Source: an optimization exercise on an open RTL-to-GDS flow (aim: small area, a short achievable clock period and few clock cycles). Production flows keep margins and buffers that such runs may drop. In this exercise RTL edits were held to simulation tests only and were not proved equivalent to the original. Power and IR drop assume default switching activity.

===== config.mk =====
export PLATFORM = sky130hd
export DESIGN_NAME = hcid_decoder
export DESIGN_NICKNAME = hcid_decoder
export VERILOG_FILES = /design/flow/design.v
export SDC_FILE = /design/flow/constraint.sdc
export NUM_CORES = 4
export LEC_CHECK = 0
export CAP_MARGIN = 20
export CORE_MARGIN = 2
export CORE_UTILIZATION = 40
export SLEW_MARGIN = 20

===== constraint.sdc =====
create_clock -name core_clock -period 18.0 [get_ports {clk}]
set_input_delay 3.6000 -clock core_clock [delete_from_list [all_inputs] [get_ports {clk}]]
set_output_delay 3.6000 -clock core_clock [all_outputs]
set_load 0.01 [all_outputs]

===== design.v =====
module hcid_inv (
    input  wire [7:0] c,
    output reg  [4:0] v
);
    always @* begin
        case (c)
            "A": v = 5'd0;   "B": v = 5'd1;   "C": v = 5'd2;   "D": v = 5'd3;
            "E": v = 5'd4;   "F": v = 5'd5;   "G": v = 5'd6;   "H": v = 5'd7;
            "I": v = 5'd8;   "J": v = 5'd9;   "K": v = 5'd10;  "M": v = 5'd11;
            "N": v = 5'd12;  "O": v = 5'd13;  "P": v = 5'd14;  "Q": v = 5'd15;
            "R": v = 5'd16;  "S": v = 5'd17;  "T": v = 5'd18;  "U": v = 5'd19;
            "V": v = 5'd20;  "W": v = 5'd21;  "X": v = 5'd22;  "Y": v = 5'd23;
            "Z": v = 5'd24;  "3": v = 5'd25;  "4": v = 5'd26;  "5": v = 5'd27;
            "6": v = 5'd28;  "7": v = 5'd29;  "8": v = 5'd30;  "9": v = 5'd31;
            default: v = 5'd0;
        endcase
    end
endmodule
module hcid_tlcorr (
    input  wire [7:0] c,
    output reg  [7:0] corr,     
    output wire [4:0] sym,      
    output wire       letter,   
    output wire       upper,    
    output reg        era       
);
    wire is_up  = (c >= 8'd65) && (c <= 8'd90);
    wire is_lo  = (c >= 8'd97) && (c <= 8'd122);
    wire is_dig = (c >= 8'd51) && (c <= 8'd57);
    always @* begin
        era = 1'b0;
        if (c == 8'd48)                                  corr = 8'd79;   
        else if (c == 8'd49 || c == 8'd108 || c == 8'd76) corr = 8'd73;   
        else if (c == 8'd50)                             corr = 8'd90;   
        else if (is_up || is_lo || is_dig)               corr = c;
        else begin
            corr = 8'd65;                                                
            era  = 1'b1;
        end
    end
    assign upper  = (corr >= 8'd65) && (corr <= 8'd90);
    assign letter = upper || ((corr >= 8'd97) && (corr <= 8'd122));
    wire [7:0] canon = (corr >= 8'd97 && corr <= 8'd122) ? corr - 8'd32 : corr;
    hcid_inv u_inv (.c(canon), .v(sym));
endmodule
module hcid_capdec (
    input  wire [14:0] letter,
    input  wire [14:0] upper,
    input  wire [14:0] era,
    output reg  [7:0]  value,
    output reg         ok
);
    integer   i;
    reg [3:0] n;
    always @* begin
        n     = 4'd0;
        value = 8'd0;
        for (i = 0; i < 15; i = i + 1) begin
            if (letter[i] && n < 4'd8) begin
                value = {value[6:0], upper[i]};
                n     = n + 4'd1;
            end
        end
        ok = (n == 4'd8) && !(|era);
    end
endmodule
module hcid_decoder (
    input  wire         clk,
    input  wire         rst,
    input  wire         in_valid,
    output wire         in_ready,
    input  wire [7:0]   in_char,
    output wire         out_valid,
    input  wire         out_ready,
    output reg  [23:0]  out_prefix,      
    output reg  [319:0] out_cw,          
    output reg  [39:0]  out_bera,        
    output reg  [5:0]   out_count,       
    output reg          out_case_lost,   
    output reg          out_eof          
);
    localparam NCHAR = 63;
    localparam PLEN  = 3;    
    localparam SKIP  = 3;    
    localparam KB    = 36;   
    localparam L     = 40;   
    localparam S_LOAD = 2'd0;
    localparam S_CALC = 2'd1;
    localparam S_OUT  = 2'd2;
    reg [1:0]   state;
    reg [5:0]   idx;
    reg [503:0] text;        
    assign in_ready  = (state == S_LOAD);
    assign out_valid = (state == S_OUT);
    always @(posedge clk) begin
        if (rst) begin
            state <= S_LOAD;
            idx   <= 6'd0;
        end else begin
            case (state)
                S_LOAD: if (in_valid) begin
                    text[8*idx +: 8] <= in_char;
                    if (idx == NCHAR - 1) begin
                        idx   <= 6'd0;
                        state <= S_CALC;
                    end else begin
                        idx <= idx + 6'd1;
                    end
                end
                S_CALC: state <= S_OUT;
                S_OUT:  if (out_ready) state <= S_LOAD;
                default: state <= S_LOAD;
            endcase
        end
    end
    wire [NCHAR-1:0] letter, upper, cera;
    wire [5*NCHAR-1:0] syms;     
    genvar gi;
    generate
        for (gi = 0; gi < NCHAR; gi = gi + 1) begin : g_char
            wire [7:0] corr;
            hcid_tlcorr u_tl (
                .c      (text[8*gi +: 8]),
                .corr   (corr),
                .sym    (syms[5*gi +: 5]),
                .letter (letter[gi]),
                .upper  (upper[gi]),
                .era    (cera[gi])
            );
        end
    endgenerate
    wire [31:0] cap_val;
    wire [3:0]  cap_ok;
    generate
        for (gi = 0; gi < 4; gi = gi + 1) begin : g_seg
            hcid_capdec u_cd (
                .letter (letter[SKIP + 15*gi +: 15]),
                .upper  (upper [SKIP + 15*gi +: 15]),
                .era    (cera  [SKIP + 15*gi +: 15]),
                .value  (cap_val[8*gi +: 8]),
                .ok     (cap_ok[gi])
            );
        end
    endgenerate
    reg       all_zero, all_ones, case_lost;
    reg [3:0] cap_era;
    integer   g;
    always @* begin
        all_zero = 1'b1;
        all_ones = 1'b1;
        for (g = 0; g < 4; g = g + 1) begin
            if (cap_ok[g]) begin
                if (cap_val[8*g +: 8] != 8'h00) all_zero = 1'b0;
                if (cap_val[8*g +: 8] != 8'hFF) all_ones = 1'b0;
            end
        end
        case_lost = all_zero || all_ones;
        for (g = 0; g < 4; g = g + 1)
            cap_era[g] = case_lost || !cap_ok[g];
    end
    reg [314:0] stream;      
    integer     i;
    always @* begin
        for (i = 0; i < NCHAR; i = i + 1)
            stream[314 - 5*i -: 5] = syms[5*i +: 5];
    end
    wire [7:0] full [0:38];
    generate
        for (gi = 0; gi < 39; gi = gi + 1) begin : g_full
            assign full[gi] = stream[314 - 8*gi -: 8];
        end
    endgenerate
    wire eof = |stream[2:0];
    reg [L-1:0] bera;
    integer     b0, b1, j, k;
    always @* begin
        bera = {L{1'b0}};
        b0   = 0;
        b1   = 0;
        for (k = 0; k < 4; k = k + 1)
            if (cap_era[k]) bera[KB + k] = 1'b1;
        for (j = SKIP; j < NCHAR; j = j + 1) begin
            b0 = (5*j) / 8 - PLEN;
            b1 = (5*j + 4) / 8 - PLEN;
            if (cera[j]) begin
                if (b0 >= 0 && b0 < L) bera[b0] = 1'b1;
                if (b1 >= 0 && b1 < L) bera[b1] = 1'b1;
            end
        end
    end
    reg [319:0] cw;
    reg [5:0]   count;
    integer     b;
    always @* begin
        for (b = 0; b < KB; b = b + 1)
            cw[8*b +: 8] = bera[b] ? 8'h00 : full[PLEN + b];
        for (b = KB; b < L; b = b + 1)
            cw[8*b +: 8] = bera[b] ? 8'h00 : cap_val[8*(b-KB) +: 8];
        count = 6'd0;
        for (b = 0; b < L; b = b + 1)
            count = count + {5'd0, bera[b]};
    end
    always @(posedge clk) begin
        if (state == S_CALC) begin
            out_prefix    <= {full[2], full[1], full[0]};
            out_cw        <= cw;
            out_bera      <= bera;
            out_count     <= count;
            out_case_lost <= case_lost;
            out_eof       <= eof;
        end
    end
endmodule

===== run.sh =====
#!/bin/bash
# synth_recipe.tcl (not shown) runs the flow's synth.tcl, then flattens the netlist and writes it again
# the make line also repeats each setting of config.mk as NAME=value (left out here)
make -C /OpenROAD-flow-scripts/flow DESIGN_CONFIG=/design/flow/config.mk WORK_HOME=/design/flow/orfs CLKGATE_MAP_FILE= SYNTH_SCRIPT=/design/flow/synth_recipe.tcl finish

==> metrics.md <==
| Metric | Value |
|---|---|
| Result of the run | `timing/DRC/antenna clean` |
| Number of endpoints failing setup at the final stage | `0` |
| Crit path launch type | `flop` |
| Fillers | `22821` |
| Cell count of the worst reg-to-reg path | `70` |
| GPL Wtd Cong | `a little under 1` |
| Number of global-route vias before repair | `around 84000` |
| FF-to-FF setup slack | `about 0.74 ns` |
| Number of port buffers | `405` |
| Core Region | `roughly 240000 µm²` |
| Reg-to-reg endpoint | `out_count[5]$_DFFE_PN_` |
| Top achievable clock speed | `a little under 60 MHz` |
| Met2 WL post-DR | `between 100000 and 150000 µm` |
| Time the worst path needs with I/O delays and setup | `~17 ns` |
| PwrDens | `118.5 nW/µm²` |
| Count of unresolved DRC violations after routing | `0` |
| Cell Count Post-Placement | `14633` |
| Top metal layer carrying routed signals | `met5` |
| Async SR Flop Fraction | `0%` |
| Startpoint of the worst hold path | `idx[5]$_SDFFE_PP0P_` |
| Clock slew at the register clock pins of the worst setup and hold paths | `~0.060 ns` |
| Type of the setup path with the least slack | `reg2reg` |
| Number of stages on the worst hold path | `2` |
| Number of hold-slack violations in the final timing report | `0` |
| Detail Route Antenna Nets | `0` |
| Transition time of the tightest slew-check pin | `around 1.2 ns` |
| First-pass GRT wire length | `approximately 480000 µm` |
| Type of the worst min-delay path | `reg2reg` |
| Cell Rows | `179` |
| CP max-delay cell | `sky130_fd_sc_hd__or4b_2` |
| Final setup skew | `between 0.04 and 0.05 ns` |
| Effective utilization at floorplan | `40.17%` |
| Final max-slew violation count | `0` |
| Largest driver fanout on the critical path | `12` |
| Kind of end point of the critical path | `flop` |
| Worst setup margin | `around 0.74 ns` |
| Max-slew headroom | `18.44%` |
| Total number of nets in the final design | `between 10000 and 15000` |
| #FFs+latches synth | `904` |
| Total global routing track utilization | `24.53%` |
| Die height | `492.3 µm` |
| Post-Syn Nets | `about 12000` |
| I/O pin count | `about 410` |
| HPWL reported at the end of detailed placement | `roughly 230000 µm` |
| Area added between synthesis and finish | `13.35%` |
| Worst hold path endpoint | `idx[5]$_SDFFE_PP0P_` |
| Root cell of the clock tree | `sky130_fd_sc_hd__clkbuf_16` |
| Antenna violations before repair | `17` |
| Metal-1 WL | `~140000 µm` |
| Post-detailed-placement cell area | `103000 µm²` |
| Static Leak | `between 40 and 50 nW` |
| Length of the first detailed-routing pass in iterations | `7` |
| Post-route cell area | `approximately 110000 µm²` |
| Total number of yosys warnings | `4` |
| Data required time of the worst path | `18.56 ns` |
| Post-placement setup slack | `-0.08621 ns` |
| Overall via count from detail_route | `slightly above 90000` |
| Met3 wire length | `around 21000 µm` |
| Number of distinct standard cells referenced by the synthesized netlist | `130` |
| Data arrival, critical path | `17.81 ns` |
| Number of sinks handled by clock tree synthesis | `around 900` |
| Biggest cell delay along the critical path | `0.61 ns` |
| Congestion Overflow GR | `0` |
| TritonCTS clock tree | `done` |
| Number of cells in the finished layout apart from fillers | `around 15000` |
| Average wire length per cell after detail routing | `21.13 µm` |
| Number of buffers on the longest clock path | `3` |
| Ratio of routed vias to standard cells | `just over 6` |
| Gate count of the mapped netlist | `between 10000 and 15000` |
| Insertion delay to the later sink of the worst-skew pair | `~0.8 ns` |
| Total routed wirelength | `315600 µm` |
| Share of final-layout standard cells stronger than drive strength 1 | `~11%` |
| Clock buffers created by TritonCTS | `about 120` |
| Max IR drop VDD | `0.0002798 V` |
| Startpoint of the worst-slack reg-to-reg timing path | `text[267]$_DFFE_PP_` |
| Sequential cell area fraction in the yosys report | `28.38%` |
| Cell area after synthesis | `~95000 µm²` |
| Flip-flop cell with the highest count after synthesis | `sky130_fd_sc_hd__edfxtp_1` |
| Number of H-tree branching levels | `3` |
| Worst hold slack | `~0.55 ns` |
| Number of enable-type register cells in the synthesized netlist | `896` |
| Cell mode on critical path | `sky130_fd_sc_hd__ha_1` |
| Horizontal die dimension | `between 400 and 500 µm` |
| Die ar. | `about 240000 µm²` |
| Final cycle utilization of the critical path | `a little over nine tenths` |
| Syn avg cell area | `between 8 and 9 µm²` |
| MaxCap Viol Count | `0` |
| DRT iter0 DRCs | `9159` |
| Largest net degree at the start of global routing | `164` |
==> report_power, final <==
group | total [W] | switching [W] | leakage [nW] | internal [W]
registers | 0.00242 | 0.0000683 | 7.78 | 0.00235
logic | 0.00787 | 0.00457 | 30.5 | 0.00331
clock network | 0.00252 | 0.00106 | 1.94 | 0.00145
==> routing by layer <==
layer	GRT usage [%]	vias up
li1	-	43278
met1	33.38	43759
met5	0	-
met2	39.62	3394
met3	3.116	496
met4	9.220	2
==> kinds of logic (layout without fill, tap and decap cells) <==
kind of cell,Yosys count,count (layout),share of synthesized area (%)
compound gates,3513,3513,24.21
xor+xnor,163,163,1.797
fa+ha+maj,908,908,12.16
buf+inv,1143,1514,4.568
flops,904,904,28.38
mux,722,722,8.264
other cells,0,4,0
simple gates,4037,4037,20.62
==> cells in the final DEF, fill, tap and decap left out, drive strengths merged, types with 273 or more instances in the layout <==
| cell | instances |
|---|---|
| mux2 | 523 |
| nor3 | 356 |
| nand3 | 312 |
| nor2 | 1087 |
| clkdlybuf4s50 | 397 |
| a21oi | 1079 |
| edfxtp | 896 |
| nand2 | 1129 |
| inv | 620 |
| ha | 877 |
| buf | 273 |
| o21ai | 633 |
==> how the worst max path moves through the flow <==
stage	startpoint	endpoint	slack, ns
floorplan	text[155]$_DFFE_PP_	out_count[5]$_DFFE_PN_	0.50
global placement	text[264]$_DFFE_PP_	out_count[5]$_DFFE_PN_	0.26
detailed placement	text[264]$_DFFE_PP_	out_count[5]$_DFFE_PN_	-0.09
CTS	text[264]$_DFFE_PP_	out_count[5]$_DFFE_PN_	0.002
global route	text[267]$_DFFE_PP_	out_count[5]$_DFFE_PN_	-0.07
finish	text[267]$_DFFE_PP_	out_count[5]$_DFFE_PN_	0.74
==> registers in the layout (all words and copies together) (netlist names) <==
register	cells
text	504
idx	6
state	2
out_cw	320
out_bera	40
out_prefix	24
out_case_lost	1
out_count	6
out_eof	1
==> worst max-delay path: cells and delay by family (launching register included) <==
family | cells | cell delay, ns
AO/OA/AOI/OAI | 18 | 3.95
XOR/XNOR | 3 | 0.54
adder cells (fa/ha/maj) | 17 | 6.17
buffers and inverters | 10 | 1.05
flip-flops | 1 | 0.45
multiplexers | 3 | 0.89
AND/OR/NAND/NOR | 19 | 3.92
==> cell type report <==
cell class                 count  area (µm²)  share of cell area [%]
clock inverter                95        1021                  0.9444
antenna                        4       10.01                0.009259
sequential                   904       27070                   25.04
inverter                     616        2312                   2.139
tap                         3167        3963                   3.665
timing repair buffer         673        6096                   5.639
clock buffer                 130        3062                   2.832
multi-input combinational   9343       64580                   59.73
==> per-stage QoR <==
stage	total power, W	TNS, ns	util [%]
2_1_floorplan	0.008331	0	-
3_3_place_gp	0.009574	0	43.38
3_5_place_dp	0.009787	-0.08621	43.38
4_1_cts	0.01238	0	45.11
5_1_grt	0.01370	-0.07029	45.53
6_report	0.01281	0	45.54
==> cell usage after synthesis (140+ instances only) <==
library cell | count | area share [%]
sky130_fd_sc_hd__mux2_2 | 522 | 6.2
sky130_fd_sc_hd__nor3_1 | 352 | 1.8
sky130_fd_sc_hd__a31oi_1 | 152 | 1.0
sky130_fd_sc_hd__a211oi_1 | 182 | 1.4
sky130_fd_sc_hd__and2_1 | 140 | 0.92
sky130_fd_sc_hd__o21ai_0 | 590 | 3.1
sky130_fd_sc_hd__nor2_1 | 1084 | 4.3
sky130_fd_sc_hd__nand2_1 | 1128 | 4.4
sky130_fd_sc_hd__mux2i_1 | 199 | 2.1
sky130_fd_sc_hd__o22ai_1 | 151 | 0.99
sky130_fd_sc_hd__inv_1 | 595 | 2.3
sky130_fd_sc_hd__nand3_1 | 312 | 1.6
sky130_fd_sc_hd__ha_1 | 877 | 12
sky130_fd_sc_hd__a21oi_1 | 1076 | 5.6
sky130_fd_sc_hd__clkbuf_1 | 476 | 1.9
sky130_fd_sc_hd__edfxtp_1 | 896 | 28
==> timing repair <==
item,in CTS,in global routing
hold buffers,0,0
setup endpoints to repair,1,6
gates resized for setup,1,87
cloned,0,0
pin swaps,1,11
setup buffers,1,64
Testbench counts, summed over its fixed seeds: cycles 78,008.

## re-timing with driven ports
Ports are ideal in the flow. The routed layout listed here was re-timed in OpenROAD. Step 1: set_driving_cell puts a clkbuf_16 on clk and a buf_2 on each other input, an assumption about the parent block. Step 2 moves the port delays by t, midway between the first and last clock arrival at a register: inputs arrive t later, outputs are due t later. That takes back most of the time a late clock gives input paths. Three values: ideal ports, drivers, drivers and shift; two values: the first two.
t, ns: 0.870
slack for setup (ns): 0.744 / 0.744 / 0.744
worst setup path at the end: register to register
worst register clock-pin slew, ns: 0.07 / 0.07
After both steps this run still meets setup and hold. For this run, drivers alone change the setup slack by 0.000 ns; drivers and shift together by 0.000 ns.
